What follows belongs to an exercise in optimizing a design on an open flow for small area, a short achievable clock period and few clock cycles; a production flow would make more cautious choices.
Function was not checked in any run shown here: the RTL went through the layout flow alone.
Power and IR drop assume default switching activity.

===== design.v =====
`timescale 1ns/10ps
module pjv_madd (
    input  wire [15:0] pos,
    input  wire [15:0] jdm,
    input  wire [15:0] klen,
    input  wire [7:0]  jfreq,
    input  wire        run,
    input  wire        jd,
    input  wire        ji,
    input  wire        ph,
    input  wire        jmp,
    input  wire        cb,
    input  wire        jb,
    output wire [15:0] y,
    output wire        w
);
    wire [15:0] a   = (jd & ph) ? jdm : pos;
    wire [15:0] b   = (((jd & ph) | (run & jmp)) ? jdm : 16'd0) |
                      (((jd | ji) & ~ph) ? pos : 16'd0) |
                      ((ji & ph & jb) ? {8'd0, jfreq} : 16'd0);
    wire        cin = run | (jd & cb);
    wire [15:0] m   = ji ? 16'd255 : klen;
    wire [16:0] s = {1'b0, a} + {1'b0, b} + {16'd0, cin};
    wire [15:0] nm = ~m;
    wire [15:0] cs_x = a ^ b ^ nm;
    wire [15:0] cs_c = (a & b) | (a & nm) | (b & nm);
    wire [17:0] t = {2'b11, cs_x} + {1'b0, cs_c, 1'b1} + {17'd0, cin};
    assign w = ~t[17];
    assign y = w ? t[15:0] : s[15:0];
endmodule
module pjv_add8 (
    input  wire [7:0] a,
    input  wire [7:0] b,
    output wire [7:0] y
);
    assign y = a + b;
endmodule
module pjv_rdmux (
    input  wire [3:0]  addr,
    input  wire        kvalid,
    input  wire        ok,
    input  wire [3:0]  errsub,
    input  wire [31:0] erract,
    input  wire [31:0] kbuf_len,
    input  wire [31:0] dlen,
    input  wire [15:0] klen,
    input  wire [7:0]  jfreq,
    input  wire [23:0] jlen,
    output reg  [31:0] rdata
);
    localparam [3:0] R_STATUS = 4'd1, R_ERRCODE = 4'd2, R_ERRSUB = 4'd3,
                     R_ERREXP = 4'd4, R_ERRACT = 4'd5, R_KBUF_LEN = 4'd6,
                     R_DLEN = 4'd7, R_KLEN = 4'd8, R_JFREQ = 4'd9, R_JLEN = 4'd10;
    localparam [3:0] SUB_HEADER = 4'd1, SUB_LENGTH = 4'd3, SUB_TRUNCATED = 4'd4,
                     SUB_KEYLEN = 4'd5, SUB_BADCMD = 4'd7, SUB_DLEN = 4'd8;
    wire       err     = (errsub != 4'd0);
    wire [1:0] errcode = (errsub == SUB_BADCMD || errsub == SUB_DLEN) ? 2'd1 :
                         err ? 2'd2 : 2'd0;
    reg [16:0] errexp;
    always @(*) begin
        case (errsub)
            SUB_TRUNCATED: errexp = 17'd8;
            SUB_HEADER:    errexp = 17'hFF;
            SUB_LENGTH:    errexp = {1'b0, klen} + 17'd8;
            SUB_KEYLEN:    errexp = 17'd4;
            SUB_DLEN:      errexp = 17'd4096;
            default:       errexp = 17'd0;
        endcase
    end
    always @(*) begin
        case (addr)
            R_STATUS:   rdata = {29'd0, err, ok, kvalid};
            R_ERRCODE:  rdata = {30'd0, errcode};
            R_ERRSUB:   rdata = {28'd0, errsub};
            R_ERREXP:   rdata = {15'd0, errexp};
            R_ERRACT:   rdata = erract;
            R_KBUF_LEN: rdata = kbuf_len;
            R_DLEN:     rdata = dlen;
            R_KLEN:     rdata = kvalid ? {16'd0, klen} : 32'd0;
            R_JFREQ:    rdata = kvalid ? {24'd0, jfreq} : 32'd0;
            R_JLEN:     rdata = kvalid ? {8'd0, jlen} : 32'd0;
            default:    rdata = 32'd0;
        endcase
    end
endmodule
`timescale 1ns/10ps
module pjv_engine (
    input  wire        clk,
    input  wire        rst,
    input  wire        reg_we,
    input  wire [3:0]  reg_addr,
    input  wire [31:0] reg_wdata,
    output reg  [31:0] reg_rdata,
    input  wire        kbuf_wr,       
    output wire        busy,
    output wire        kmem_re,
    output wire [16:0] kmem_addr,
    input  wire [7:0]  kmem_rdata,
    output wire        dmem_re,
    output wire [11:0] dmem_raddr,
    input  wire [7:0]  dmem_rdata,
    output wire        dmem_we,
    output wire [11:0] dmem_waddr,
    output wire [7:0]  dmem_wdata
);
    localparam [3:0] R_CMD = 4'd0, R_STATUS = 4'd1, R_ERRCODE = 4'd2,
                     R_ERRSUB = 4'd3, R_ERREXP = 4'd4, R_ERRACT = 4'd5,
                     R_KBUF_LEN = 4'd6, R_DLEN = 4'd7, R_KLEN = 4'd8,
                     R_JFREQ = 4'd9, R_JLEN = 4'd10;
    localparam [3:0] SUB_HEADER = 4'd1, SUB_FINALIZER = 4'd2, SUB_LENGTH = 4'd3,
                     SUB_TRUNCATED = 4'd4, SUB_KEYLEN = 4'd5, SUB_NOKEY = 4'd6,
                     SUB_BADCMD = 4'd7, SUB_DLEN = 4'd8;
    reg st_idle;    
    reg st_kd;      
    reg st_jd;      
    reg st_ji;      
    reg st_js;      
    reg st_run;     
    reg        kvalid, ok;
    reg [3:0]  errsub;
    reg [31:0] erract, kbuf_len, dlen;
    reg [15:0] klen;
    reg [7:0]  jfreq;
    reg [23:0] jlen;
    reg [15:0] jdm;
    reg [3:0]  kc;          
    reg [5:0]  bc;          
    reg        cb;          
    reg        jb;          
    reg        dir;         
    reg [8:0]  jint;        
    reg [15:0] pos;         
    reg [8:0]  cnt;         
    reg        jmp;         
    reg        pol;         
    reg [11:0] wi;          
    reg        wl;          
    reg [3:0]  pass;        
    reg        vk;          
    reg        ks;          
    reg [7:0]  kreg;        
    reg        v1;          
    assign busy = ~st_idle;
    wire [16:0] klen8 = {1'b0, klen} + 17'd8;
    wire [31:0] rdata;
    pjv_rdmux u_rdmux (
        .addr     (reg_addr),
        .kvalid   (kvalid),
        .ok       (ok),
        .errsub   (errsub),
        .erract   (erract),
        .kbuf_len (kbuf_len),
        .dlen     (dlen),
        .klen     (klen),
        .jfreq    (jfreq),
        .jlen     (jlen),
        .rdata    (rdata)
    );
    always @(*) reg_rdata = rdata;
    wire        ph = ~bc[0];
    wire [15:0] ma_y;
    wire        ma_w;
    pjv_madd u_madd (
        .pos    (pos),
        .jdm    (jdm),
        .klen   (klen),
        .jfreq  (jfreq),
        .run    (st_run),
        .jd     (st_jd),
        .ji     (st_ji),
        .ph     (ph),
        .jmp    (jmp),
        .cb     (cb),
        .jb     (jb),
        .y      (ma_y),
        .w      (ma_w)
    );
    wire [11:0] nm1    = dlen[11:0] - 12'd1;         
    wire [11:0] ri     = wl ? 12'd0 : wi + 12'd1;    
    reg         n1;                                  
    wire        done   = wl && (pass == 4'd10);
    wire        issue  = st_run && !done && !(n1 && vk);
    wire        dexe   = vk && !done;
    pjv_add8 u_add8 (
        .a (dmem_rdata),
        .b (kreg),
        .y (dmem_wdata)
    );
    assign dmem_we    = v1;
    assign dmem_waddr = wi;
    assign dmem_raddr = ri;
    assign dmem_re    = dexe;
    wire        kd_lo   = st_kd && !kc[3] && (kc[2:0] != 3'd7);
    assign kmem_addr = kd_lo ? {14'd0, kc[2:0]} : ({1'b0, pos} + 17'd7);
    assign kmem_re   = issue | (st_kd && !kc[3]);
    wire [7:0]  kb = kmem_rdata;      
    task automatic finish(input [3:0] sub, input [31:0] act_v);
        begin
            ok      <= (sub == 4'd0);
            errsub  <= sub;
            erract  <= act_v;
            st_idle <= 1'b1;
            st_kd   <= 1'b0;
            st_jd   <= 1'b0;
            st_ji   <= 1'b0;
            st_js   <= 1'b0;
            st_run  <= 1'b0;
        end
    endtask
    always @(posedge clk) begin
        if (rst) begin
            st_idle  <= 1'b1;
            st_kd    <= 1'b0;
            st_jd    <= 1'b0;
            st_ji    <= 1'b0;
            st_js    <= 1'b0;
            st_run   <= 1'b0;
            kvalid   <= 1'b0;
            ok       <= 1'b0;
            errsub   <= 4'd0;
            erract   <= 32'd0;
            kbuf_len <= 32'd0;
            dlen     <= 32'd0;
            vk       <= 1'b0;
            v1       <= 1'b0;
        end else begin
            vk <= issue;
            v1 <= dexe;
            if (st_idle) begin
                if (kbuf_wr)
                    kvalid <= 1'b0;
                if (reg_we) begin
                    case (reg_addr)
                        R_KBUF_LEN: begin
                            kbuf_len <= reg_wdata;
                            kvalid   <= 1'b0;
                        end
                        R_DLEN: dlen <= reg_wdata;
                        R_CMD: begin
                            if (reg_wdata == 32'd1) begin
                                kvalid <= 1'b0;
                                if (kbuf_len < 32'd8)
                                    finish(SUB_TRUNCATED, kbuf_len);
                                else begin
                                    kc      <= 4'd0;
                                    st_idle <= 1'b0;
                                    st_kd   <= 1'b1;
                                end
                            end else if (reg_wdata == 32'd2 || reg_wdata == 32'd3) begin
                                dir <= reg_wdata[0];
                                if (!kvalid)
                                    finish(SUB_NOKEY, 32'd0);
                                else if (dlen > 32'd4096)
                                    finish(SUB_DLEN, dlen);
                                else begin
                                    jint    <= 9'd0;
                                    pos     <= 16'd0;
                                    bc      <= 6'd17;
                                    st_idle <= 1'b0;
                                    st_ji   <= 1'b1;
                                end
                            end else begin
                                finish(SUB_BADCMD, reg_wdata);
                            end
                        end
                        default: ;
                    endcase
                end
            end
            if (st_kd) begin
                kc <= kc + 4'd1;
                case (kc)
                    4'd1: if (kb != 8'hFF) finish(SUB_HEADER, {24'd0, kb});
                    4'd2: klen[15:8] <= kb;
                    4'd3: klen[7:0]  <= kb;
                    4'd4: begin
                        jfreq <= kb;
                        pos   <= klen;
                        if (kbuf_len != {15'd0, klen8})
                            finish(SUB_LENGTH, kbuf_len);
                        else if (klen < 16'd4)
                            finish(SUB_KEYLEN, {30'd0, kbuf_len[1:0]});   
                    end
                    4'd5: jlen[23:16] <= kb;
                    4'd6: jlen[15:8]  <= kb;
                    4'd7: jlen[7:0]   <= kb;
                    4'd8: begin
                        if (kb != 8'h00)
                            finish(SUB_FINALIZER, {24'd0, kb});
                        else begin
                            pos   <= 16'd0;
                            jdm   <= 16'd0;
                            cb    <= jlen[23];
                            bc    <= 6'd47;
                            st_kd <= 1'b0;
                            st_jd <= 1'b1;
                        end
                    end
                    default: ;
                endcase
            end
            if (st_jd) begin
                bc <= bc - 6'd1;
                if (!ph) begin
                    pos <= ma_y;
                    cb  <= ma_w;
                end else begin
                    jdm <= ma_y;
                    cb  <= (bc[5:1] == 5'd0) ? 1'b0 : jlen[bc[5:1] - 5'd1];
                    if (bc == 6'd0) begin
                        kvalid <= 1'b1;
                        finish(4'd0, 32'd0);
                    end
                end
            end
            if (st_ji) begin
                pos <= ma_y;
                if (!ph)
                    cb <= ma_w;
                else
                    jint <= {jint[7:0], cb ^ ma_w} + {7'd0, cb & ma_w, 1'b0};
                jb <= dlen[4 + bc[4:1]];
                bc <= bc - 6'd1;
                if (bc[4:0] == 5'd0) begin
                    st_ji <= 1'b0;
                    st_js <= 1'b1;
                end
            end
            if (st_js) begin
                if (jint < 9'd2) begin
                    jint <= 9'd2;
                    cnt  <= 9'd2;
                end else begin
                    cnt  <= jint;
                end
                jmp  <= 1'b0;
                pos  <= 16'd0;
                pol  <= 1'b0;
                wi   <= nm1;
                n1   <= (nm1 == 12'd0);
                wl   <= 1'b1;
                pass <= 4'd0;
                st_js <= 1'b0;
                if (dlen[12:0] == 13'd0)
                    finish(4'd0, 32'd0);
                else
                    st_run <= 1'b1;
            end
            if (dexe) begin
                kreg <= ks ? (8'd0 - kmem_rdata) : kmem_rdata;
                wi   <= ri;
                wl   <= (ri == nm1);
                if (wl)
                    pass <= pass + 4'd1;
            end
            if (issue) begin
                ks   <= (dir != pol);
                pos  <= ma_y;
                if (jmp) begin
                    cnt <= jint;
                    pol <= ~pol;
                end else begin
                    cnt <= cnt - 9'd1;
                end
                jmp <= !jmp && (cnt == 9'd2);
            end
            if (st_run && done)
                finish(4'd0, 32'd0);
        end
    end
endmodule

===== run.sh =====
#!/bin/bash
# synth_recipe.tcl (not shown) runs the flow's synth.tcl, then flattens the netlist and writes it again
# the make line also repeats each setting of config.mk as NAME=value (left out here)
make -C /OpenROAD-flow-scripts/flow DESIGN_CONFIG=/design/flow/config.mk WORK_HOME=/design/flow/orfs CLKGATE_MAP_FILE= SYNTH_SCRIPT=/design/flow/synth_recipe.tcl finish

===== config.mk =====
export PLATFORM = sky130hd
export DESIGN_NAME = pjv_engine
export DESIGN_NICKNAME = pjv_engine
export VERILOG_FILES = /design/flow/design.v
export SDC_FILE = /design/flow/constraint.sdc
export NUM_CORES = 4
export LEC_CHECK = 0
export CAP_MARGIN = 20
export CORE_MARGIN = 2
export CORE_UTILIZATION = 40
export SETUP_SLACK_MARGIN = 4.0
export SLEW_MARGIN = 20
export SYNTH_HIERARCHICAL = 1
export SYNTH_MINIMUM_KEEP_SIZE = 0
export TNS_END_PERCENT = 0

===== constraint.sdc =====
create_clock -name core_clock -period 8.0 [get_ports {clk}]
set_input_delay 1.6000 -clock core_clock [delete_from_list [all_inputs] [get_ports {clk}]]
set_output_delay 1.6000 -clock core_clock [all_outputs]
set_load 0.01 [all_outputs]

==> results.py, run 1 <==
metrics = {
    "global_routing": {
        "grt_overflow_total": 0,
        "grt_pass1_vias": 17730,
        "grtUsageTotal_pct": 27.26,
        "antenna_found_initial": 1,
        "grt_pass1_wl_mm": 106.2,
        "grt_max_degree": 77,
    },
    "floorplanning": {
        "ios": 141,
        "start_util_pct": 40.53,
        "core_area_um2": 46460,
        "fp.dieW_um": 221.0,
        "die-area_um2": 48820,
        "die-height_um": 221.0,
        "rows": 79,
    },
    "detailed_routing": {
        "num_vias": 18400,
        "avgRoutedWirePerCell_um": 23.25,
        "drc": 0,
        "vias_per_cell": 6.176,
        "antenna_left": 0,
        "dr.first_iter.drc_count": 1737,
        "routed_wirelength_mm": 69.26,
        "firstDrtPassIters": 5,
    },
    "timing": {
        "fin_skew_ps": 18.45,
        "finalHoldViolCount": 0,
        "finalCriticalPeriod_ps": 4981,
        "setup_viol": 0,
        "period_share_pct": 62.26,
        "hold_slack_ps": 494.1,
        "worstMarginPinSlew_ps": 1122,
        "fmax_mhz": 200.8,
        "rsz0062_at_grt": "true",
        "setup-tns-final_ps": 0,
        "worst_slew_margin_rel_pct": 25.03,
        "maxSlewViolCount": 0,
    },
    "yosys": {
        "syn_nets": 2385,
        "avgSynthCellArea_um2": 8.379,
        "ys_ff_latch": 250,
        "post_synth_num_cell_types": 110,
        "synth_edf_count": 140,
        "yosys_warnings": 8,
        "async_flop_share_pct": 0,
        "seq_area_frac_synth_pct": 34.02,
        "synthCells": 2247,
        "synth_flop_cell": "edfxtp_1",
        "synth_area_um2": 18830,
    },
    "worst_setup_path": {
        "endpoint_kind": "output pin",
        "cp_slowest_cell": "or4b_4",
        "rr_startpoint": "st_ji$_SDFF_PP0_",
        "rrSetupSlack_ps": 3340,
        "crit_chain": "buf_16, buf_12, or4b_4, or3b_4, a21oi_1, a211o_1, buf_2",
        "worstSetupPathType": "in2out",
        "path_max_fanout": 7,
        "critical_path_arrival_ps": 3380,
        "crit_path_max_incr_delay_ps": 580,
        "critical_path.top_delay_family": "simple AND/OR/NAND/NOR gates",
        "critPathBufInv": 3,
        "r2r_cells": 20,
        "reg2reg_to": "jint[5]$_DFFE_PN_",
        "worst-path-stages": 7,
        "cp-start-kind": "input port",
        "critPathLaunch": "reg_addr[1]",
        "worst_ep_required_time_ps": 6400,
    },
    "cells_and_area": {
        "stdcell_count": 2979,
        "layout_common_cells": "283 x nand2_1, 203 x a21oi_1, 187 x nor2_1, 140 x edfxtp_1, 137 x o21ai_0",
        "n_antenna_cell": 0,
        "drive_gt1_share_pct": 10.58,
        "syn_to_final_growth_pct": 17.79,
        "nets": 2486,
        "final_common_cell": "nand2_1",
        "utilization_pct": 47.74,
    },
    "place": {
        "place_hpwl_mm": 50.35,
        "dp_cells": 2901,
        "gp_congestion": 0.9766,
        "io_buffers": 140,
    },
    "power_and_ir_drop": {
        "internal_power_mw": 2.478,
        "power_density_nw_per_um2": 154.4,
        "power.total_mw": 3.424,
        "power_switching_share_pct": 27.61,
        "p_leak_nw": 8.141,
        "switchingPower_mw": 0.9454,
        "irDropWorstVdd_uv": 154.8,
        "clkPwrFrac_pct": 43.0,
        "p_seq_share_pct": 41.5,
        "power_frac_comb_pct": 15.4,
    },
    "clock_tree": {
        "root_buffer": "clkbuf_16",
        "cts_tree": "yes",
        "h-tree-depth": 1,
        "clkTransAtPathRegs_ps": 60,
        "cts_buffer_depth": 3,
        "clkLatencyLatePin_ps": 590,
        "cts_sinks": 250,
        "numCtsBuffers": 30,
    },
    "worst_hold_path": {
        "worst_hold_startpoint": "kbuf_len[21]$_SDFFE_PP0P_",
        "whs_endpoint": "kbuf_len[21]$_SDFFE_PP0P_",
        "hold_class": "reg2reg",
        "min_delay_path_depth": 2,
    },
    "outcome": {
        "status": "finished clean",
    },
    "job": {
        "drv_cap": 0,
    },
}
## flip-flops by register name (all words and copies together), names as in the netlist, 4 cells and up
register  flops
bc            6
cnt           9
dlen         32
erract       32
errsub        4
jdm          16
jfreq         8
jint          9
jlen         24
kbuf_len     32
kc            4
klen         16
kreg          8
pass          4
pos          16
wi           12
## cell usage after synthesis (7+ instances only)
cell type / count / area, um^2
mux2_2: 19 / 214.0
nor2b_1: 22 / 137.6
a31oi_1: 14 / 87.58
nand2b_1: 21 / 131.4
buf_1: 8 / 30.03
a211oi_1: 27 / 202.7
o21a_1: 7 / 52.55
and3_1: 20 / 125.1
fa_1: 20 / 400.4
nor2_1: 193 / 724.4
edfxtp_1: 140 / 4204
nand2_1: 285 / 1070
a21o_1: 15 / 112.6
mux2i_1: 54 / 540.5
inv_1: 83 / 311.6
a21boi_0: 7 / 52.55
a221oi_1: 11 / 96.34
xor2_1: 56 / 490.5
nor4_1: 36 / 225.2
o31ai_1: 29 / 217.7
xnor2_1: 48 / 420.4
or3_1: 22 / 137.6
nor3b_1: 13 / 97.59
dfxtp_1: 110 / 2202
and2_1: 15 / 93.84
o2bb2ai_1: 7 / 61.31
mux4_2: 11 / 247.7
a21oi_1: 205 / 1026
clkbuf_1: 101 / 379.1
nand3b_1: 8 / 60.06
a22oi_1: 29 / 217.7
or2_2: 14 / 87.58
ha_1: 62 / 775.7
buf_2: 12 / 60.06
o211ai_1: 21 / 157.7
o311ai_0: 9 / 78.83
nor3_1: 70 / 350.3
nand3_1: 104 / 520.5
o21ai_0: 137 / 685.7
a22o_1: 10 / 87.58
nand4_1: 22 / 137.6
## worst max-delay path by stage
| stage | to | slack, ps |
|---|---|---|
| floorplan | reg_rdata[4] | 3350 |
| global placement | reg_rdata[0] | 1840 |
| detailed placement | reg_rdata[3] | 1820 |
| CTS | reg_rdata[4] | 3030 |
| global route | reg_rdata[5] | 3010 |
| finish | reg_rdata[5] | 3020 |
## power by group through the flow
stage / sequential [mW] / clock [mW] / combinational, mW
detailed placement: 1.45 / 0 / 0.506
finish: 1.42 / 1.47 / 0.528
floorplan: 1.43 / 0 / 0.335
global route: 1.43 / 1.54 / 0.574
CTS: 1.42 / 1.49 / 0.521
global placement: 1.45 / 0 / 0.498
## per-module statistics from Yosys (local to each module, per instance)
module      cell area [um^2]  times used
pjv_engine             13870           1
pjv_madd                2846           1
pjv_rdmux               1779           1
pjv_add8               331.6           1
## final cells by class
type	instances	area [um^2]
clock inverters	18	187.7
multi-input cells	1784	11770
flip-flops and latches	250	6407
inverters	84	321.6
fillers	4538	24280
repair inverters	1	7.507
clock buffers	38	884.6
well taps	607	759.5
repair buffers	197	1841
## stage by stage
step | area, um^2 | setup WS (ps)
after floorplan | 18860 | 3348
after global placement | 20770 | 1835
after detailed placement | 20780 | 1824
after CTS | 22090 | 3029
after global routing | 22180 | 3009
final | 22180 | 3019
## per-layer routing
metal  wire (um)  GRT usage [%]  vias to the layer above
met4        3256          12.36                        0
met5           0              0                        -
met2       31740          44.08                      854
met3        4887          3.280                      157
li1            -              -                     8484
met1       29370          36.55                     8902
## what timing repair did
action                                  in CTS  in global routing
endpoints found under the setup margin     160                161
setup buffers                               15                  4
pin swaps                                   12                  4
gates cloned                                 2                  0
hold buffers                                 0                  0
resized for setup                          110                 14
## worst register-to-register path, cell delays in order, from the launching register on
cell       delay [ps]
dfxtp_1           300
buf_4             220
nor2_1            240
nor2_4            110
buf_4             150
a22oi_1           250
nand2_1           160
fa_1              470
ha_1              290
nor2b_1           150
o2111ai_2         260
a21oi_2           130
or3_4             420
a21oi_4           210
inv_4             100
ha_1              200
ha_1              190
ha_1              220
nand3_1           100
xor2_1            150
o21ai_0            80
## kinds of logic (layout without fill, tap and decap cells)
family | count (synthesis) | after routing | synth area share (%)
AND/OR/NAND/NOR | 893 | 893 | 23.18
AO/OA/AOI/OAI | 619 | 619 | 21.62
XOR/XNOR | 104 | 104 | 4.838
flip-flops | 250 | 250 | 34.02
buffers and inverters | 213 | 338 | 4.605
multiplexers | 86 | 86 | 5.483
adder cells (fa/ha/maj) | 82 | 82 | 6.247
==> run 2, diff against run 1 <==
--- a/design.v
+++ b/design.v
@@ -123,24 +123,25 @@
     reg [7:0]  jfreq;
     reg [23:0] jlen;
     reg [15:0] jdm;
-    reg [3:0]  kc;          
     reg [5:0]  bc;          
-    reg        cb;          
-    reg        jb;          
     reg        dir;         
-    reg [8:0]  jint;        
     reg [15:0] pos;         
-    reg [8:0]  cnt;         
-    reg        jmp;         
     reg        pol;         
-    reg [11:0] wi;          
-    reg        wl;          
-    reg [3:0]  pass;        
     reg        vk;          
     reg        ks;          
-    reg [7:0]  kreg;        
     reg        v1;          
     assign busy = ~st_idle;
+    wire [11:0] wi   = erract[11:0];    
+    wire [3:0]  pass = erract[15:12];   
+    wire        wl   = erract[16];      
+    wire        n1   = erract[17];      
+    wire [7:0]  kreg = erract[25:18];   
+    wire [3:0]  kc   = erract[29:26];   
+    wire        cb   = erract[30];      
+    wire        jb   = erract[31];      
+    wire [8:0]  jint = dlen[21:13];     
+    wire [8:0]  cnt  = dlen[30:22];     
+    wire        jmp  = dlen[31];        
     wire [16:0] klen8 = {1'b0, klen} + 17'd8;
     wire [31:0] rdata;
     pjv_rdmux u_rdmux (
@@ -177,10 +178,9 @@
     );
     wire [11:0] nm1    = dlen[11:0] - 12'd1;         
     wire [11:0] ri     = wl ? 12'd0 : wi + 12'd1;    
-    reg         n1;                                  
     wire        done   = wl && (pass == 4'd10);
     wire        issue  = st_run && !done && !(n1 && vk);
-    wire        dexe   = vk && !done;
+    wire        dexe   = vk && st_run && !done;
     pjv_add8 u_add8 (
         .a (dmem_rdata),
         .b (kreg),
@@ -242,7 +242,7 @@
                                 if (kbuf_len < 32'd8)
                                     finish(SUB_TRUNCATED, kbuf_len);
                                 else begin
-                                    kc      <= 4'd0;
+                                    erract[29:26]      <= 4'd0;
                                     st_idle <= 1'b0;
                                     st_kd   <= 1'b1;
                                 end
@@ -253,7 +253,6 @@
                                 else if (dlen > 32'd4096)
                                     finish(SUB_DLEN, dlen);
                                 else begin
-                                    jint    <= 9'd0;
                                     pos     <= 16'd0;
                                     bc      <= 6'd17;
                                     st_idle <= 1'b0;
@@ -268,7 +267,7 @@
                 end
             end
             if (st_kd) begin
-                kc <= kc + 4'd1;
+                erract[29:26] <= kc + 4'd1;
                 case (kc)
                     4'd1: if (kb != 8'hFF) finish(SUB_HEADER, {24'd0, kb});
                     4'd2: klen[15:8] <= kb;
@@ -290,7 +289,7 @@
                         else begin
                             pos   <= 16'd0;
                             jdm   <= 16'd0;
-                            cb    <= jlen[23];
+                            erract[30]    <= jlen[23];
                             bc    <= 6'd47;
                             st_kd <= 1'b0;
                             st_jd <= 1'b1;
@@ -303,10 +302,10 @@
                 bc <= bc - 6'd1;
                 if (!ph) begin
                     pos <= ma_y;
-                    cb  <= ma_w;
+                    erract[30]  <= ma_w;
                 end else begin
                     jdm <= ma_y;
-                    cb  <= (bc[5:1] == 5'd0) ? 1'b0 : jlen[bc[5:1] - 5'd1];
+                    erract[30]  <= (bc[5:1] == 5'd0) ? 1'b0 : jlen[bc[5:1] - 5'd1];
                     if (bc == 6'd0) begin
                         kvalid <= 1'b1;
                         finish(4'd0, 32'd0);
@@ -316,10 +315,10 @@
             if (st_ji) begin
                 pos <= ma_y;
                 if (!ph)
-                    cb <= ma_w;
+                    erract[30] <= ma_w;
                 else
-                    jint <= {jint[7:0], cb ^ ma_w} + {7'd0, cb & ma_w, 1'b0};
-                jb <= dlen[4 + bc[4:1]];
+                    dlen[21:13] <= {jint[7:0], cb ^ ma_w} + {7'd0, cb & ma_w, 1'b0};
+                erract[31] <= dlen[4 + bc[4:1]];
                 bc <= bc - 6'd1;
                 if (bc[4:0] == 5'd0) begin
                     st_ji <= 1'b0;
@@ -328,44 +327,48 @@
             end
             if (st_js) begin
                 if (jint < 9'd2) begin
-                    jint <= 9'd2;
-                    cnt  <= 9'd2;
+                    dlen[21:13] <= 9'd2;
+                    dlen[30:22]  <= 9'd2;
                 end else begin
-                    cnt  <= jint;
+                    dlen[30:22]  <= jint;
                 end
-                jmp  <= 1'b0;
+                dlen[31]  <= 1'b0;
                 pos  <= 16'd0;
                 pol  <= 1'b0;
-                wi   <= nm1;
-                n1   <= (nm1 == 12'd0);
-                wl   <= 1'b1;
-                pass <= 4'd0;
+                erract[11:0]   <= nm1;
+                erract[17]   <= (nm1 == 12'd0);
+                erract[16]   <= 1'b1;
+                erract[15:12] <= 4'd0;
                 st_js <= 1'b0;
-                if (dlen[12:0] == 13'd0)
+                if (dlen[12:0] == 13'd0) begin
+                    dlen[31:13] <= 19'd0;
                     finish(4'd0, 32'd0);
+                end
                 else
                     st_run <= 1'b1;
             end
             if (dexe) begin
-                kreg <= ks ? (8'd0 - kmem_rdata) : kmem_rdata;
-                wi   <= ri;
-                wl   <= (ri == nm1);
+                erract[25:18] <= ks ? (8'd0 - kmem_rdata) : kmem_rdata;
+                erract[11:0]   <= ri;
+                erract[16]   <= (ri == nm1);
                 if (wl)
-                    pass <= pass + 4'd1;
+                    erract[15:12] <= pass + 4'd1;
             end
             if (issue) begin
                 ks   <= (dir != pol);
                 pos  <= ma_y;
                 if (jmp) begin
-                    cnt <= jint;
+                    dlen[30:22] <= jint;
                     pol <= ~pol;
                 end else begin
-                    cnt <= cnt - 9'd1;
+                    dlen[30:22] <= cnt - 9'd1;
                 end
-                jmp <= !jmp && (cnt == 9'd2);
+                dlen[31] <= !jmp && (cnt == 9'd2);
             end
-            if (st_run && done)
+            if (st_run && done) begin
+                dlen[31:13] <= 19'd0;
                 finish(4'd0, 32'd0);
+            end
         end
     end
 endmodule
==> flow/run.sh (new file) <==
#!/bin/bash
# Standard ORFS layout, with plain buffers (not delay cells) on the ports.
set -euo pipefail
export BUFFER_PORTS_ARGS="-buffer_cell sky130_fd_sc_hd__buf_2"
bash standard.sh > standard.log 2>&1
==> standard.sh (new file) <==
#!/bin/bash
# synth_recipe.tcl (not shown) runs the flow's synth.tcl, then flattens the netlist and writes it again
# the make line also repeats each setting of config.mk as NAME=value (left out here)
make -C /OpenROAD-flow-scripts/flow DESIGN_CONFIG=/design/flow/config.mk WORK_HOME=/design/flow/orfs CLKGATE_MAP_FILE= SYNTH_SCRIPT=/design/flow/synth_recipe.tcl "${@:-finish}"
removed: run.sh
==> run 2 against run 1 <==
Die area down 7.4%. Global-route usage up 5.6 points. Flip-flop and latch count down 51. Critical endpoint is now reg_rdata[1].
==> results.py, run 2 <==
metrics = {
    "timing": {
        "setup-tns-final_ps": 0,
        "fin_skew_ps": 15.03,
        "hold_slack_ps": 504.2,
        "worst_slack_ps": 3254,
        "finalCriticalPeriod_ps": 4746,
        "setup_viol": 0,
        "fmax_mhz": 210.7,
        "finalHoldViolCount": 0,
        "worst_slew_margin_rel_pct": 26.18,
        "maxSlewViolCount": 0,
        "period_share_pct": 59.32,
        "worstMarginPinSlew_ps": 1103,
        "rsz0062_at_grt": "true",
    },
    "cells_and_area": {
        "utilization_pct": 46.11,
        "drive_gt1_share_pct": 17.20,
        "largestRegisters": "dlen (32), erract (32), kbuf_len (32)",
        "nets": 2427,
        "final_cell_area_um2": 19820,
        "final_common_cell": "nand2_1",
        "layout_common_cells": "328 x nand2_1, 173 x o21ai_0, 169 x a21oi_1, 164 x nor2_1, 136 x buf_2",
        "syn_to_final_growth_pct": 13.84,
    },
    "place": {
        "dpl-instance-area_um2": 18550,
        "place_hpwl_mm": 54.54,
        "gp_congestion": 0.9867,
        "pre_cts_ws_ps": 2243,
        "io_buffers": 140,
    },
    "worst_hold_path": {
        "min_delay_path_depth": 2,
        "whs_endpoint": "ok$_SDFF_PP0_",
        "hold_class": "reg2reg",
        "worst_hold_startpoint": "ok$_SDFF_PP0_",
    },
    "worst_setup_path": {
        "worstSetupPathType": "in2out",
        "worst_ep_required_time_ps": 6400,
        "r2r_cells": 20,
        "crit_chain": "buf_16, buf_16, or4_4, o32a_1, o32ai_2, a221o_1, buf_2",
        "crit_path_max_incr_delay_ps": 550,
        "rr_startpoint": "st_run$_SDFF_PP0_",
        "crit_top_cell": "buf_16",
        "cp_slowest_cell": "or4_4",
        "endpoint_kind": "output pin",
        "critPathLaunch": "reg_addr[1]",
        "reg2reg_to": "dlen[20]$_SDFF_PP0_",
        "critical_path_arrival_ps": 3150,
        "path_max_fanout": 5,
        "rrSetupSlack_ps": 3390,
        "cp-start-kind": "input port",
    },
    "detailed_routing": {
        "routed_wirelength_mm": 74.81,
        "avgRoutedWirePerCell_um": 25.90,
        "dr.first_iter.drc_count": 2393,
        "firstDrtPassIters": 6,
        "vias_per_cell": 6.434,
        "num_vias": 18590,
        "drc": 0,
        "antenna_left": 0,
    },
    "yosys": {
        "synth_flop_cell": "dfxtp_1",
        "synth_top_area_share_pct": 15.35,
        "post_synth_num_cell_types": 110,
        "synth_top_area_cell": "edfxtp_1",
        "yosysMostFrequentCell": "nand2_1",
        "synth_edf_count": 89,
        "seq_area_frac_synth_pct": 28.00,
        "synthCells": 2197,
        "async_flop_share_pct": 0,
        "avgSynthCellArea_um2": 7.923,
        "yosys-top-cells-count": "331 x nand2_1, 177 x o21ai_0, 171 x a21oi_1, 168 x nor2_1, 110 x dfxtp_1",
        "ys_ff_latch": 199,
        "yosys-top-cells-area": "edfxtp_1 15%, dfxtp_1 13%, nand2_1 7.1%, o21ai_0 5.1%, a21oi_1 4.9%",
        "synth_area_um2": 17410,
        "yosys_warnings": 8,
        "syn_nets": 2335,
    },
    "clock_tree": {
        "cts_sinks": 199,
        "root_buffer": "clkbuf_16",
        "numCtsBuffers": 17,
        "clkLatencyLatePin_ps": 490,
        "clkTransAtPathRegs_ps": 80,
        "cts_buffer_depth": 2,
        "h-tree-depth": 4,
        "cts_tree": "yes",
    },
    "global_routing": {
        "grt_pass1_vias": 17460,
        "grt_max_degree": 56,
        "antenna_found_initial": 2,
        "grt_overflow_total": 0,
        "grt_pass1_wl_mm": 110.7,
        "grtUsageTotal_pct": 32.81,
    },
    "floorplanning": {
        "fp.dieW_um": 212.6,
        "die-area_um2": 45200,
        "ios": 141,
        "start_util_pct": 40.50,
        "core_area_um2": 42980,
        "rows": 76,
        "die-height_um": 212.6,
    },
    "power_and_ir_drop": {
        "power_density_nw_per_um2": 131.3,
        "irDropWorstVdd_uv": 154.1,
        "p_leak_nw": 7.653,
    },
    "outcome": {
        "status": "finished clean",
    },
    "job": {
        "drv_cap": 0,
    },
}
## run 2: critical path, delay by kind of cell
family	cells	cell delay, ps
AOI/OAI and AO/OA	3	570
buffers and inverters	3	420
and+or+nand+nor	1	550
## run 2: where the power goes
part	internal (mW)	switching [mW]	leakage, nW	total, mW
clock network	0.450	0.483	0.292	0.933
logic	0.209	0.333	5.64	0.542
registers	1.08	0.0435	1.72	1.13
## run 2: cell families after synthesis
logic type	Yosys count	synth area share, %
AOI/OAI and AO/OA	646	24.25
xor gates and xnor gates	103	5.183
adders and majority gates	82	6.757
buffers and inverters	214	5.499
DFF	199	28.00
muxes	88	6.024
and+or+nand+nor	865	24.29
## run 2: layout make-up
| cell class | count | area (um^2) |
|---|---|---|
| flip-flops and latches | 199 | 4881 |
| well taps | 585 | 732.0 |
| clock buffers | 17 | 425.4 |
| fillers | 4317 | 23160 |
| inverters | 79 | 306.5 |
| multi-input cells | 1785 | 11820 |
| clock inverters | 15 | 176.4 |
| diodes | 2 | 5.005 |
| repair buffers | 207 | 1466 |
## run 2: metrics by stage
stage | std cells | total power [mW]
global placement | 2818 | 1.638
finish | 2889 | 2.602
detailed placement | 2818 | 1.643
floorplan | 2197 | 1.470
CTS | 2873 | 2.577
global route | 2887 | 2.677
## run 2: worst max path at each step
stage / to / slack [ps] / cells after the start
final: reg_rdata[1] / 3250 / 7
after global routing: reg_rdata[0] / 3200 / 9
after floorplan: dmem_wdata[6] / 3760 / 6
after detailed placement: reg_rdata[8] / 2240 / 7
after CTS: reg_rdata[1] / 3240 / 7
after global placement: reg_rdata[8] / 2310 / 7
## run 2: per-layer routing
metal / vias up / share of wire, % / GRT usage, %
li1: 8262 / - / -
met3: 279 / 10 / 6.765
met5: - / 0.012 / 0
met1: 8850 / 39 / 41.80
met4: 2 / 6.0 / 17.72
met2: 1195 / 45 / 52.11
## run 2: Yosys stat by module, one instance, submodules excluded
module      times used  area [um^2]  flops+latches  cells
pjv_engine           1        12430            199   1510
pjv_madd             1         2846              0    378
pjv_rdmux            1         1802              0    267
pjv_add8             1        331.6              0     42
## run 2: timing repair
action,in CTS,in global routing
pin swaps,6,8
hold buffers,0,0
buffers inserted,18,13
setup endpoints to repair,162,154
gates cloned,5,1
gates resized for setup,34,24
==> run 3, diff against run 2 <==
--- a/design.v
+++ b/design.v
@@ -140,6 +140,7 @@
     wire        cb   = erract[30];      
     wire        jb   = erract[31];      
     wire [8:0]  jint = dlen[21:13];     
+    wire [8:0]  jint_f = {jint[7:0], 1'b0} + {7'd0, cb & jb, cb ^ jb};
     wire [8:0]  cnt  = dlen[30:22];     
     wire        jmp  = dlen[31];        
     wire [16:0] klen8 = {1'b0, klen} + 17'd8;
@@ -254,6 +255,7 @@
                                     finish(SUB_DLEN, dlen);
                                 else begin
                                     pos     <= 16'd0;
+                                    erract[31:30] <= 2'b00;
                                     bc      <= 6'd17;
                                     st_idle <= 1'b0;
                                     st_ji   <= 1'b1;
@@ -314,11 +316,13 @@
             end
             if (st_ji) begin
                 pos <= ma_y;
-                if (!ph)
-                    erract[30] <= ma_w;
-                else
-                    dlen[21:13] <= {jint[7:0], cb ^ ma_w} + {7'd0, cb & ma_w, 1'b0};
-                erract[31] <= dlen[4 + bc[4:1]];
+                if (!ph) begin
+                    dlen[21:13] <= jint_f;
+                    erract[30]  <= ma_w;
+                    erract[31]  <= dlen[4 + bc[4:1]];
+                end else begin
+                    erract[31]  <= ma_w;
+                end
                 bc <= bc - 6'd1;
                 if (bc[4:0] == 5'd0) begin
                     st_ji <= 1'b0;
@@ -326,11 +330,12 @@
                 end
             end
             if (st_js) begin
-                if (jint < 9'd2) begin
+                if (jint_f < 9'd2) begin
                     dlen[21:13] <= 9'd2;
-                    dlen[30:22]  <= 9'd2;
+                    dlen[30:22] <= 9'd2;
                 end else begin
-                    dlen[30:22]  <= jint;
+                    dlen[21:13] <= jint_f;
+                    dlen[30:22] <= jint_f;
                 end
                 dlen[31]  <= 1'b0;
                 pos  <= 16'd0;
--- a/config.mk
+++ b/config.mk
@@ -10,6 +10,4 @@
 export CORE_UTILIZATION = 40
 export SETUP_SLACK_MARGIN = 4.0
 export SLEW_MARGIN = 20
-export SYNTH_HIERARCHICAL = 1
-export SYNTH_MINIMUM_KEEP_SIZE = 0
 export TNS_END_PERCENT = 0
==> run 3 against run 2 <==
First-iteration DRC count rose by 3.4%. Die area fell by 2.0%. Cell count fell by 4.2%. Flip-flop and latch count did not move. Setup slack got worse by 170 ps. Design area fell by 3.0%. Critical path depth rose by 2. Synthesized area fell by 2.0%. Count of clock-buffer cells in the layout rose by 1. Clock power fell by 5.5%. Clock skew rose by 8.9 ps.
==> results.py, run 3 <==
metrics = {
    "outcome": {
        "status": "finished clean",
    },
    "place": {
        "gp_congestion": 0.9945,
        "place_hpwl_mm": 53.62,
        "io_buffers": 140,
    },
    "power_and_ir_drop": {
        "irDropWorstVdd_uv": 142.1,
        "p_leak_nw": 7.496,
        "power_density_nw_per_um2": 128.8,
    },
    "worst_setup_path": {
        "worst_ep_required_time_ps": 6400,
        "cp_slowest_cell": "a222oi_1",
        "path_max_fanout": 4,
        "endpoint_kind": "output pin",
        "critical_path.top_delay_family": "compound AO/OA/AOI/OAI gates",
        "cp-start-kind": "input port",
        "critical_path_arrival_ps": 3320,
        "worstSetupPathType": "in2out",
        "crit_path_max_incr_delay_ps": 570,
        "critPathBufInv": 5,
        "crit_chain": "buf_8, buf_12, nor2b_4, buf_6, nor2b_4, buf_6, a222oi_1, o41ai_2, buf_2",
    },
    "floorplanning": {
        "core_area_um2": 42040,
        "ios": 141,
        "die-height_um": 210.5,
        "rows": 75,
        "die-area_um2": 44320,
        "start_util_pct": 40.58,
        "fp.dieW_um": 210.5,
    },
    "yosys": {
        "synth_flop_cell": "dfxtp_1",
        "yosysMostFrequentCell": "nand2_1",
        "synth_xor_area_share_pct": 5.611,
        "avgSynthCellArea_um2": 7.895,
        "post_synth_num_cell_types": 87,
        "syn_nets": 2298,
        "yosys_warnings": 2,
        "synth_area_um2": 17060,
        "synth_top_family_by_area": "compound AO/OA/AOI/OAI gates",
        "synth_fa_ha_area_share_pct": 6.821,
        "yosys-top-cells-area": "edfxtp_1 16%, dfxtp_1 13%, nand2_1 5.6%, a21oi_1 5.5%, ha_1 4.5%",
        "synth-simple-area-share_pct": 22.23,
        "yosys-top-cells-count": "255 x nand2_1, 188 x nor2_1, 187 x a21oi_1, 139 x clkbuf_1, 122 x o21ai_0",
        "synth_compound_area_share_pct": 24.03,
        "ys_ff_latch": 199,
        "synth_top_area_cell": "edfxtp_1",
        "synth_top_area_share_pct": 15.67,
        "synthMuxAreaShare_pct": 6.410,
        "seq_area_frac_synth_pct": 28.57,
        "async_flop_share_pct": 0,
        "synthCells": 2161,
        "synth_edf_count": 89,
    },
    "clock_tree": {
        "cts_sinks": 199,
        "clkTransAtPathRegs_ps": 90,
        "cts_tree": "yes",
        "cts_buffer_depth": 2,
        "clkLatencyLatePin_ps": 480,
        "postCtsHoldBufs": 0,
        "root_buffer": "clkbuf_16",
        "numCtsBuffers": 17,
        "h-tree-depth": 4,
    },
    "cells_and_area": {
        "largestRegisters": "dlen (32), erract (32), kbuf_len (32)",
        "syn_to_final_growth_pct": 12.64,
        "drive_gt1_share_pct": 15.57,
        "utilization_pct": 45.71,
        "final_common_cell": "nand2_1",
        "seqCellArea_um2": 4875,
        "layout_common_cells": "252 x nand2_1, 185 x nor2_1, 182 x a21oi_1, 136 x buf_2, 120 x o21ai_0",
        "nets": 2353,
        "multiInputGateArea_um2": 11300,
        "fillers": 4211,
    },
    "detailed_routing": {
        "dr.first_iter.drc_count": 2474,
        "avgRoutedWirePerCell_um": 27.23,
        "routed_wirelength_mm": 75.39,
        "firstDrtPassIters": 6,
        "vias_per_cell": 6.613,
        "drc": 0,
        "antenna_left": 0,
        "num_vias": 18310,
    },
    "timing": {
        "worst_slew_margin_rel_pct": 21.24,
        "finalCriticalPeriod_ps": 4919,
        "setup_viol": 0,
        "setup-tns-final_ps": 0,
        "worstMarginPinSlew_ps": 1171,
        "rsz0062_at_grt": "true",
        "period_share_pct": 61.49,
        "fin_skew_ps": 23.93,
        "maxSlewViolCount": 0,
        "fmax_mhz": 203.3,
        "finalHoldViolCount": 0,
    },
    "global_routing": {
        "grt_max_degree": 56,
        "grtUsageTotal_pct": 33.39,
        "grt_pass1_wl_mm": 110.8,
        "grt_overflow_total": 0,
        "grt_pass1_vias": 17440,
        "antenna_found_initial": 3,
    },
    "job": {
        "drv_cap": 0,
    },
    "worst_hold_path": {
        "hold_class": "reg2reg",
    },
}
## run 3: changes by cell type after synthesis, sizes merged, moves of 12 or more
cell	delta
nand2	-77
o21ai	-58
clkbuf	+52
nor2	+21
o211ai	+21
inv	+15
a21oi	+12
mux2i	+12
nor3	+12
## run 3: worst paths after layout
check | from | to | slack, ps | cells past startpoint
worst max register to register | st_ji$_SDFF_PP0_ | pos[11]$_DFFE_PN_ | 3250 | 15
worst max-delay path | reg_addr[1] | reg_rdata[12] | 3080 | 9
worst min register to register | kbuf_len[21]$_SDFFE_PP0P_ | kbuf_len[21]$_SDFFE_PP0P_ | 510 | 2
worst min-delay path | kbuf_len[21]$_SDFFE_PP0P_ | kbuf_len[21]$_SDFFE_PP0P_ | 510 | 2
## run 3: cell families (layout without fill, tap and decap cells)
| logic type | after synthesis | count (layout) |
|---|---|---|
| buffers and inverters | 268 | 335 |
| other | 0 | 1 |
| adder cells (fa/ha/maj) | 81 | 81 |
| flip-flops | 199 | 199 |
| multiplexers | 92 | 92 |
| AO/OA/AOI/OAI | 625 | 625 |
| AND/OR/NAND/NOR | 790 | 791 |
| XOR/XNOR | 106 | 106 |
## run 3: area by class of cell
class                           count  area share (%)
Antenna cell                        1         0.01302
Clock buffer                       18           2.285
Clock inverter                     14          0.5990
Inverter                           93           1.836
Multi-Input combinational cell   1695           58.83
Sequential cell                   199           25.37
Tap cell                          539           3.510
Timing Repair Buffer              210           7.560
## run 3: report_power, final
part	internal (mW)	switching [mW]	leakage (nW)
sequential	1.08	0.0439	1.71
clock	0.416	0.467	0.274
combinational	0.182	0.284	5.51
total	1.68	0.794	7.50
## run 3: worst register-to-register path, delay by kind of cell, from the launching register on
family | cells | cell delay (ps)
buffers and inverters | 2 | 510
adders and majority gates | 2 | 820
DFF | 1 | 420
muxes | 1 | 390
and+or+nand+nor | 3 | 1060
AOI/OAI and AO/OA | 7 | 1370
## run 3: timing repair
action	in CTS	in global routing
buffers inserted	21	3
pin swaps	6	4
endpoints found under the setup margin	131	141
cloned	6	0
resized for setup	38	8
## run 3: metrics by stage
step | power, mW | cell area (um^2) | cells | hold slack [ps] | worst slack (ps)
2_1_floorplan | 1.414 | 17130 | 2161 | 456.1 | 3341
3_5_place_dp | 1.569 | 18090 | 2706 | 497.0 | 2261
3_3_place_gp | 1.561 | 18090 | 2706 | 481.1 | 2365
5_1_grt | 2.540 | 19210 | 2768 | 531.9 | 3093
4_1_cts | 2.455 | 19160 | 2765 | 508.7 | 3179
6_report | 2.475 | 19220 | 2769 | 511.6 | 3081
## run 3: per-layer routing
metal | routed length, um | vias to the layer above | global-route usage (%)
met5 | 0 | - | 0
met4 | 4841 | 0 | 17.97
met3 | 8898 | 333 | 8.775
met2 | 32420 | 1290 | 51.70
met1 | 29240 | 8669 | 42.54
li1 | - | 8020 | -
==> run 4, diff against run 3 <==
--- a/design.v
+++ b/design.v
@@ -277,12 +277,15 @@
                     4'd4: begin
                         jfreq <= kb;
                         pos   <= klen;
-                        if (kbuf_len != {15'd0, klen8})
+                        erract[31] <= (kbuf_len != {15'd0, klen8});   
+                    end
+                    4'd5: begin
+                        jlen[23:16] <= kb;
+                        if (jb)
                             finish(SUB_LENGTH, kbuf_len);
                         else if (klen < 16'd4)
                             finish(SUB_KEYLEN, {30'd0, kbuf_len[1:0]});   
                     end
-                    4'd5: jlen[23:16] <= kb;
                     4'd6: jlen[15:8]  <= kb;
                     4'd7: jlen[7:0]   <= kb;
                     4'd8: begin
--- a/config.mk
+++ b/config.mk
@@ -10,4 +10,6 @@
 export CORE_UTILIZATION = 40
 export SETUP_SLACK_MARGIN = 4.0
 export SLEW_MARGIN = 20
+export SYNTH_HIERARCHICAL = 1
+export SYNTH_MINIMUM_KEEP_SIZE = 0
 export TNS_END_PERCENT = 0
==> run 4 against run 3 <==
Synthesized cell count increased by 2.0%. Global-route usage decreased by 0.99 points. Clock power increased by 5.1%. Clock skew decreased by 8.6 ps. Combinational power increased by 24%. Design area increased by 3.3%. Hold slack got worse by 11 ps. Largest cell class unchanged. Via count increased by 3.7%. Critical path depth decreased by 2. Die area increased by 3.5%. Total power increased by 6.5%. Still clean. Sequential share of layout area decreased by 0.81 points.
==> results.py, run 4 <==
metrics = {
    "clock_tree": {
        "h-tree-depth": 4,
        "cts_tree": "yes",
        "root_buffer": "clkbuf_16",
        "cts_sinks": 199,
        "clkLatencyLatePin_ps": 470,
        "cts_buffer_depth": 2,
        "numCtsBuffers": 17,
        "clkTransAtPathRegs_ps": 80,
    },
    "yosys": {
        "post_synth_num_cell_types": 108,
        "yosys-top-cells-count": "264 x nand2_1, 207 x nor2_1, 183 x a21oi_1, 127 x o21ai_0, 110 x dfxtp_1",
        "synth_area_um2": 17670,
        "synthCells": 2204,
        "async_flop_share_pct": 0,
        "synth_top_area_cell": "edfxtp_1",
        "yosys_warnings": 8,
        "ys_ff_latch": 199,
        "yosys-top-cells-area": "edfxtp_1 15%, dfxtp_1 12%, nand2_1 5.6%, a21oi_1 5.2%, nor2_1 4.4%",
        "synth_top_area_share_pct": 15.13,
        "avgSynthCellArea_um2": 8.016,
        "synth_edf_count": 89,
        "yosysMostFrequentCell": "nand2_1",
        "synth_flop_cell": "dfxtp_1",
        "syn_nets": 2342,
        "seq_area_frac_synth_pct": 27.59,
    },
    "timing": {
        "period_share_pct": 58.21,
        "finalHoldViolCount": 0,
        "hold_slack_ps": 500.8,
        "worstMarginPinSlew_ps": 1126,
        "rsz0062_at_grt": "true",
        "maxSlewViolCount": 0,
        "worst_slew_margin_rel_pct": 24.66,
        "fin_skew_ps": 15.36,
        "setup_viol": 0,
        "finalCriticalPeriod_ps": 4656,
        "worst_slack_ps": 3344,
        "fmax_mhz": 214.8,
        "setup-tns-final_ps": 0,
    },
    "worst_setup_path": {
        "worst_ep_required_time_ps": 6400,
        "cp_slowest_cell": "or4_4",
        "worst-path-stages": 7,
        "r2r_cells": 14,
        "critical_path.top_delay_family": "simple AND/OR/NAND/NOR gates",
        "critPathBufInv": 3,
        "path_max_fanout": 6,
        "reg2reg_to": "jdm[14]$_DFFE_PN_",
        "critical_path_arrival_ps": 3060,
        "rrSetupSlack_ps": 3530,
        "cp-start-kind": "input port",
        "rr_startpoint": "bc[0]$_DFFE_PN_",
        "endpoint_kind": "output pin",
        "worstSetupPathType": "in2out",
        "crit_chain": "buf_16, buf_12, or4_4, o32a_1, o32ai_2, a221o_1, buf_2",
        "crit_path_max_incr_delay_ps": 550,
    },
    "power_and_ir_drop": {
        "power.total_mw": 2.636,
        "p_leak_nw": 7.714,
        "irDropWorstVdd_uv": 140.1,
        "power_density_nw_per_um2": 132.7,
    },
    "detailed_routing": {
        "avgRoutedWirePerCell_um": 26.70,
        "drc": 0,
        "antenna_left": 0,
        "dr.first_iter.drc_count": 2275,
        "vias_per_cell": 6.565,
        "num_vias": 18990,
        "firstDrtPassIters": 9,
        "routed_wirelength_mm": 77.22,
    },
    "worst_hold_path": {
        "hold_class": "reg2reg",
        "min_delay_path_depth": 2,
        "worst_hold_startpoint": "kbuf_len[28]$_SDFFE_PP0P_",
        "whs_endpoint": "kbuf_len[28]$_SDFFE_PP0P_",
    },
    "floorplanning": {
        "ios": 141,
        "core_area_um2": 43930,
        "start_util_pct": 40.21,
        "fp.dieW_um": 214.2,
        "die-area_um2": 45860,
        "rows": 77,
        "die-height_um": 214.2,
    },
    "cells_and_area": {
        "fillers": 4532,
        "nets": 2425,
        "largestRegisters": "dlen (32), erract (32), kbuf_len (32)",
        "drive_gt1_share_pct": 16.22,
        "layout_common_cells": "261 x nand2_1, 205 x nor2_1, 181 x a21oi_1, 136 x buf_2, 123 x o21ai_0",
        "final_cell_area_um2": 19850,
        "final_common_cell": "nand2_1",
        "n_antenna_cell": 0,
        "syn_to_final_growth_pct": 12.38,
    },
    "global_routing": {
        "grt_max_degree": 41,
        "grtUsageTotal_pct": 32.40,
        "antenna_found_initial": 0,
        "grt_pass1_wl_mm": 113.9,
        "grt_overflow_total": 0,
        "grt_pass1_vias": 17850,
    },
    "place": {
        "io_buffers": 140,
        "gp_congestion": 0.9645,
        "dpl-instance-area_um2": 18820,
        "pre_cts_ws_ps": 2564,
        "place_hpwl_mm": 56.87,
    },
    "outcome": {
        "status": "finished clean",
    },
    "job": {
        "drv_cap": 0,
    },
}
run 4: cell types whose count changed in the layout (fill, tap and decap cells not counted), moves of 8 or more:
cell	previous run	this run
and3_1	14	23
nor2_1	185	205
a22o_1	16	26
mux2_2	38	47
mux2i_1	44	35
nor3_1	51	60
inv_1	92	83
o211ai_1	33	11
o41ai_1	2	11
o311ai_0	2	10
nand2_1	252	261
run 4: worst min-delay path: stages, from the launching register on:
cell and delay [ps]:
dfxtp_1 340, nand2_1 60, a21oi_1 60
run 4: where the power goes:
group	total (mW)	switching [mW]	internal [mW]
Combinational	0.578	0.360	0.218
Clock	0.927	0.429	0.497
Sequential	1.13	0.0463	1.08
run 4: cells by family (layout without fill, tap and decap cells):
group | count (synthesis) | count (layout) | synth area share, %
simple gates | 854 | 855 | 24.08
xor+xnor | 103 | 103 | 5.106
buf+inv | 222 | 317 | 5.545
compound gates | 649 | 649 | 24.47
mux | 95 | 95 | 6.551
flops | 199 | 199 | 27.59
fa+ha+maj | 82 | 82 | 6.657
run 4: cell type report:
type | count | area, um^2 | share of cell area (%)
clock inverters | 13 | 170.2 | 0.8571
clock buffers | 19 | 432.9 | 2.180
multi-input cells | 1784 | 11950 | 60.18
repair buffers | 199 | 1361 | 6.857
inverters | 86 | 325.3 | 1.639
well taps | 592 | 740.7 | 3.731
flip-flops and latches | 199 | 4876 | 24.56
run 4: how the worst max path moves through the flow:
stage | end | startpoint
after floorplan | dmem_wdata[6] | dmem_rdata[0]
after global placement | reg_rdata[8] | reg_addr[1]
after detailed placement | erract[31]$_SDFF_PP0_ | bc[0]$_DFFE_PN_
after CTS | reg_rdata[1] | reg_addr[3]
after global routing | reg_rdata[15] | reg_addr[1]
final | reg_rdata[1] | reg_addr[0]
run 4: what timing repair did:
item,CTS,global route
setup endpoints to repair,122,126
gates cloned,3,2
pin swaps,3,2
resized for setup,32,11
buffers inserted,8,7
hold buffers,0,0
run 4: modules after synthesis (local to each module, per instance):
| module | cell area [um^2] | flip-flops and latches | times used | cells |
|---|---|---|---|---|
| pjv_add8 | 331.6 | 0 | 1 | 42 |
| pjv_engine | 12690 | 199 | 1 | 1517 |
| pjv_madd | 2846 | 0 | 1 | 378 |
| pjv_rdmux | 1802 | 0 | 1 | 267 |
run 4: stage by stage:
stage          cells  util (%)
2_1_floorplan   2204         -
3_3_place_gp    2840     42.83
3_5_place_dp    2840     42.84
4_1_cts         2883     44.85
5_1_grt         2892     45.19
6_report        2892     45.19
run 4: layer usage:
| metal | vias to the layer above | global-route usage (%) | share of wire [%] |
|---|---|---|---|
| met4 | 0 | 18.77 | 6.8 |
| met1 | 9080 | 41.99 | 39 |
| li1 | 8352 | - | - |
| met3 | 310 | 4.965 | 9.4 |
| met2 | 1244 | 51.39 | 44 |
| met5 | - | 0 | 0 |
==> run 5, diff against run 4 <==
--- a/design.v
+++ b/design.v
@@ -31,9 +31,10 @@
 module pjv_add8 (
     input  wire [7:0] a,
     input  wire [7:0] b,
+    input  wire       cin,
     output wire [7:0] y
 );
-    assign y = a + b;
+    assign y = a + b + {7'd0, cin};
 endmodule
 module pjv_rdmux (
     input  wire [3:0]  addr,
@@ -44,6 +45,7 @@
     input  wire [31:0] kbuf_len,
     input  wire [31:0] dlen,
     input  wire [15:0] klen,
+    input  wire [16:0] klen8,
     input  wire [7:0]  jfreq,
     input  wire [23:0] jlen,
     output reg  [31:0] rdata
@@ -61,7 +63,7 @@
         case (errsub)
             SUB_TRUNCATED: errexp = 17'd8;
             SUB_HEADER:    errexp = 17'hFF;
-            SUB_LENGTH:    errexp = {1'b0, klen} + 17'd8;
+            SUB_LENGTH:    errexp = klen8;
             SUB_KEYLEN:    errexp = 17'd4;
             SUB_DLEN:      errexp = 17'd4096;
             default:       errexp = 17'd0;
@@ -136,6 +138,7 @@
     wire        wl   = erract[16];      
     wire        n1   = erract[17];      
     wire [7:0]  kreg = erract[25:18];   
+    wire        ksw  = erract[26];      
     wire [3:0]  kc   = erract[29:26];   
     wire        cb   = erract[30];      
     wire        jb   = erract[31];      
@@ -154,6 +157,7 @@
         .kbuf_len (kbuf_len),
         .dlen     (dlen),
         .klen     (klen),
+        .klen8    (klen8),
         .jfreq    (jfreq),
         .jlen     (jlen),
         .rdata    (rdata)
@@ -183,9 +187,10 @@
     wire        issue  = st_run && !done && !(n1 && vk);
     wire        dexe   = vk && st_run && !done;
     pjv_add8 u_add8 (
-        .a (dmem_rdata),
-        .b (kreg),
-        .y (dmem_wdata)
+        .a   (dmem_rdata),
+        .b   (kreg),
+        .cin (ksw),
+        .y   (dmem_wdata)
     );
     assign dmem_we    = v1;
     assign dmem_waddr = wi;
@@ -356,7 +361,8 @@
                     st_run <= 1'b1;
             end
             if (dexe) begin
-                erract[25:18] <= ks ? (8'd0 - kmem_rdata) : kmem_rdata;
+                erract[25:18] <= kmem_rdata ^ {8{ks}};
+                erract[26]    <= ks;
                 erract[11:0]   <= ri;
                 erract[16]   <= (ri == nm1);
                 if (wl)
==> run 5 against run 4 <==
Die area is 5.0% lower. Still clean. Global-route usage is 1.4 points higher. Setup slack worse by 140 ps. Clock skew is 5.6 ps higher. Critical endpoint is now reg_rdata[16]. Sequential power hardly changed. Fmax is 2.8% lower.
==> results.py, run 5 <==
metrics = {
    "yosys": {
        "ys_ff_latch": 199,
        "synth_area_um2": 16770,
        "synth_top_area_cell": "edfxtp_1",
        "yosysMostFrequentCell": "nand2_1",
        "synth_top_area_share_pct": 15.94,
        "synth_compound_area_share_pct": 24.99,
        "synth-simple-area-share_pct": 23.24,
        "synthMuxAreaShare_pct": 3.932,
        "syn_nets": 2190,
        "synth_xor_area_share_pct": 6.297,
        "synth_fa_ha_area_share_pct": 6.834,
        "yosys-top-cells-area": "edfxtp_1 16%, dfxtp_1 13%, nand2_1 6.3%, a21oi_1 5.0%, ha_1 4.3%",
        "yosys-top-cells-count": "283 x nand2_1, 167 x a21oi_1, 139 x nor2_1, 110 x dfxtp_1, 104 x o21ai_0",
        "synth_top_family_by_area": "compound AO/OA/AOI/OAI gates",
        "synthCells": 2055,
        "post_synth_num_cell_types": 103,
        "yosys_warnings": 8,
        "synth_edf_count": 89,
        "synth_flop_cell": "dfxtp_1",
        "seq_area_frac_synth_pct": 29.07,
        "avgSynthCellArea_um2": 8.161,
        "async_flop_share_pct": 0,
    },
    "timing": {
        "maxSlewViolCount": 0,
        "rsz0062_at_grt": "true",
        "setup-tns-final_ps": 0,
        "finalHoldViolCount": 0,
        "period_share_pct": 59.91,
        "worst_slew_margin_rel_pct": 18.34,
        "fin_skew_ps": 20.93,
        "worstMarginPinSlew_ps": 1212,
        "finalCriticalPeriod_ps": 4793,
        "setup_viol": 0,
        "fmax_mhz": 208.6,
    },
    "power_and_ir_drop": {
        "power_density_nw_per_um2": 135.0,
        "power_frac_comb_pct": 19.2,
        "power.total_mw": 2.567,
        "internal_power_mw": 1.741,
        "irDropWorstVdd_uv": 146.4,
        "clkPwrFrac_pct": 36.7,
        "p_leak_nw": 7.575,
        "p_seq_share_pct": 44.1,
        "power_switching_share_pct": 32.17,
        "switchingPower_mw": 0.8259,
    },
    "clock_tree": {
        "cts_sinks": 199,
        "postCtsHoldBufs": 0,
        "clkTransAtPathRegs_ps": 100,
        "h-tree-depth": 4,
        "root_buffer": "clkbuf_16",
        "cts_buffer_depth": 2,
        "numCtsBuffers": 17,
        "cts_tree": "yes",
        "clkLatencyLatePin_ps": 500,
    },
    "place": {
        "gp_congestion": 1.006,
        "place_hpwl_mm": 54.17,
        "io_buffers": 140,
    },
    "detailed_routing": {
        "routed_wirelength_mm": 75.25,
        "firstDrtPassIters": 13,
        "avgRoutedWirePerCell_um": 27.94,
        "antenna_left": 0,
        "num_vias": 17980,
        "dr.first_iter.drc_count": 2495,
        "vias_per_cell": 6.676,
        "drc": 0,
    },
    "worst_setup_path": {
        "worst_ep_required_time_ps": 6400,
        "worstSetupPathType": "in2out",
        "critical_path_arrival_ps": 3190,
        "endpoint_kind": "output pin",
        "path_max_fanout": 15,
        "cp-start-kind": "input port",
    },
    "global_routing": {
        "antenna_found_initial": 2,
        "grt_max_degree": 44,
        "grt_overflow_total": 0,
        "grt_pass1_wl_mm": 110.5,
        "grt_pass1_vias": 16940,
        "grtUsageTotal_pct": 33.76,
    },
    "floorplanning": {
        "die-height_um": 208.8,
        "core_area_um2": 41670,
        "die-area_um2": 43580,
        "start_util_pct": 40.25,
        "fp.dieW_um": 208.8,
        "rows": 75,
        "ios": 141,
    },
    "job": {
        "drv_cap": 0,
    },
    "cells_and_area": {
        "largestRegisters": "dlen (32), erract (32), kbuf_len (32)",
        "multiInputGateArea_um2": 11140,
        "layout_common_cells": "281 x nand2_1, 167 x a21oi_1, 136 x buf_2, 135 x nor2_1, 106 x dfxtp_1",
        "fillers": 4211,
        "seqCellArea_um2": 4885,
        "final_common_cell": "nand2_1",
        "nets": 2275,
        "syn_to_final_growth_pct": 13.38,
        "drive_gt1_share_pct": 15.00,
    },
    "worst_hold_path": {
        "hold_class": "reg2reg",
    },
    "outcome": {
        "status": "finished clean",
    },
}
[run 5: cell count changes after synthesis, sizes merged, moves of 20 or more]
cell    before  now
a222oi       0   28
a21oi      188  167
nor2       208  140
a22oi       60   30
mux2        49   16
o21ai      131  111
[run 5: modules after synthesis, one instance, submodules excluded]
module,cells,copies in the design,area [um^2]
pjv_add8,43,1,345.3
pjv_madd,346,1,2537
pjv_engine,1481,1,12650
pjv_rdmux,185,1,1235
[run 5: logic make-up (layout without fill, tap and decap cells)]
group,count (synthesis),after routing
AO/OA/AOI/OAI,607,607
XOR/XNOR,119,119
AND/OR/NAND/NOR,778,778
flip-flops,199,199
other,0,1
adder cells (fa/ha/maj),79,79
multiplexers,51,51
buffers and inverters,222,320
[run 5: through the flow]
stage	utilization (%)	hold slack, ps	instance area (um^2)	instances	setup slack [ps]
global placement	42.71	483.1	17790	2629	2073
floorplan	-	447.6	16790	2055	3559
CTS	45.39	505.4	18910	2685	3254
detailed placement	42.72	491.8	17800	2629	1918
finish	45.64	511.9	19020	2693	3207
global route	45.63	536.9	19010	2692	3222
[run 5: worst max-delay path, cell delays in order]
cell	delay [ps]
buf_6	180
nor2b_4	60
and3_4	210
buf_12	160
a222oi_1	590
nand3_1	190
buf_2	200
[run 5: routing by layer]
metal	track usage [%]	wire length, um	up-vias
met4	17.88	4207	0
met3	8.446	9000	269
li1	-	-	7815
met5	0	0	-
met1	44.79	29920	8642
met2	50.63	32120	1252
[run 5: power groups by stage]
stage	logic, mW	clock network [mW]	registers, mW
finish	0.493	0.942	1.13
global route	0.525	0.976	1.13
CTS	0.475	0.940	1.13
detailed placement	0.449	0	1.15
global placement	0.444	0	1.15
floorplan	0.304	0	1.13
[run 5: final timing paths]
kind	to	from	slack, ps	depth (start not counted)
setup / recovery	reg_rdata[16]	reg_addr[3]	3210	7
hold / removal	kbuf_len[28]$_SDFFE_PP0P_	kbuf_len[28]$_SDFFE_PP0P_	510	2
setup reg to reg	pos[1]$_DFFE_PN_	bc[0]$_DFFE_PN_	3400	18
hold reg to reg	kbuf_len[28]$_SDFFE_PP0P_	kbuf_len[28]$_SDFFE_PP0P_	510	2
[run 5: final cells by class]
cell class | count | area share [%]
clock buffer | 18 | 2.369
antenna | 1 | 0.01316
inverter | 94 | 1.856
timing repair buffer | 194 | 7.152
clock inverter | 14 | 0.8027
multi-input combinational | 1634 | 58.57
sequential | 199 | 25.69
tap | 539 | 3.547
[run 5: repair_timing]
item                                    in CTS  in global routing
pin swaps                                    7                  4
cloned                                       5                  0
endpoints found under the setup margin     121                144
gates resized for setup                     50                  9
buffers inserted                            19                  7

-- what the ideal ports hide --
The results above use ideal ports. As a check the final layouts listed here were re-extracted and re-timed, cells and wires unchanged. Step 1: set_driving_cell puts a clkbuf_16 on clk and a buf_2 on each other input, an assumption about the parent block. Step 2 adds t to the input delays and takes it off the output delays; t is the mean of the earliest and latest rising clock arrival at the registers after step 1. Input paths then give back, and output paths get back, about the clock's delay inside the block. Three values: ideal ports, drivers, drivers and shift; two values: the first two.
run	t (ns)	slack for setup (ns)	hold WS [ns]
run 1	0.637	3.019 / 2.956 / 2.870	0.494 / 0.494 / 0.494
run 2	0.534	3.254 / 3.143 / 2.892	0.504 / 0.504 / 0.504
run 3	0.524	3.081 / 3.036 / 2.639	0.512 / 0.512 / 0.512
run 4	0.520	3.344 / 3.262 / 2.953	0.501 / 0.501 / 0.501
run 5	0.543	3.207 / 3.111 / 2.849	0.512 / 0.512 / 0.512
After both steps setup and hold are still met in every run listed. The setup slack of run 3, which loses most, moves by -0.045 ns with the drivers and by -0.442 ns with both steps.
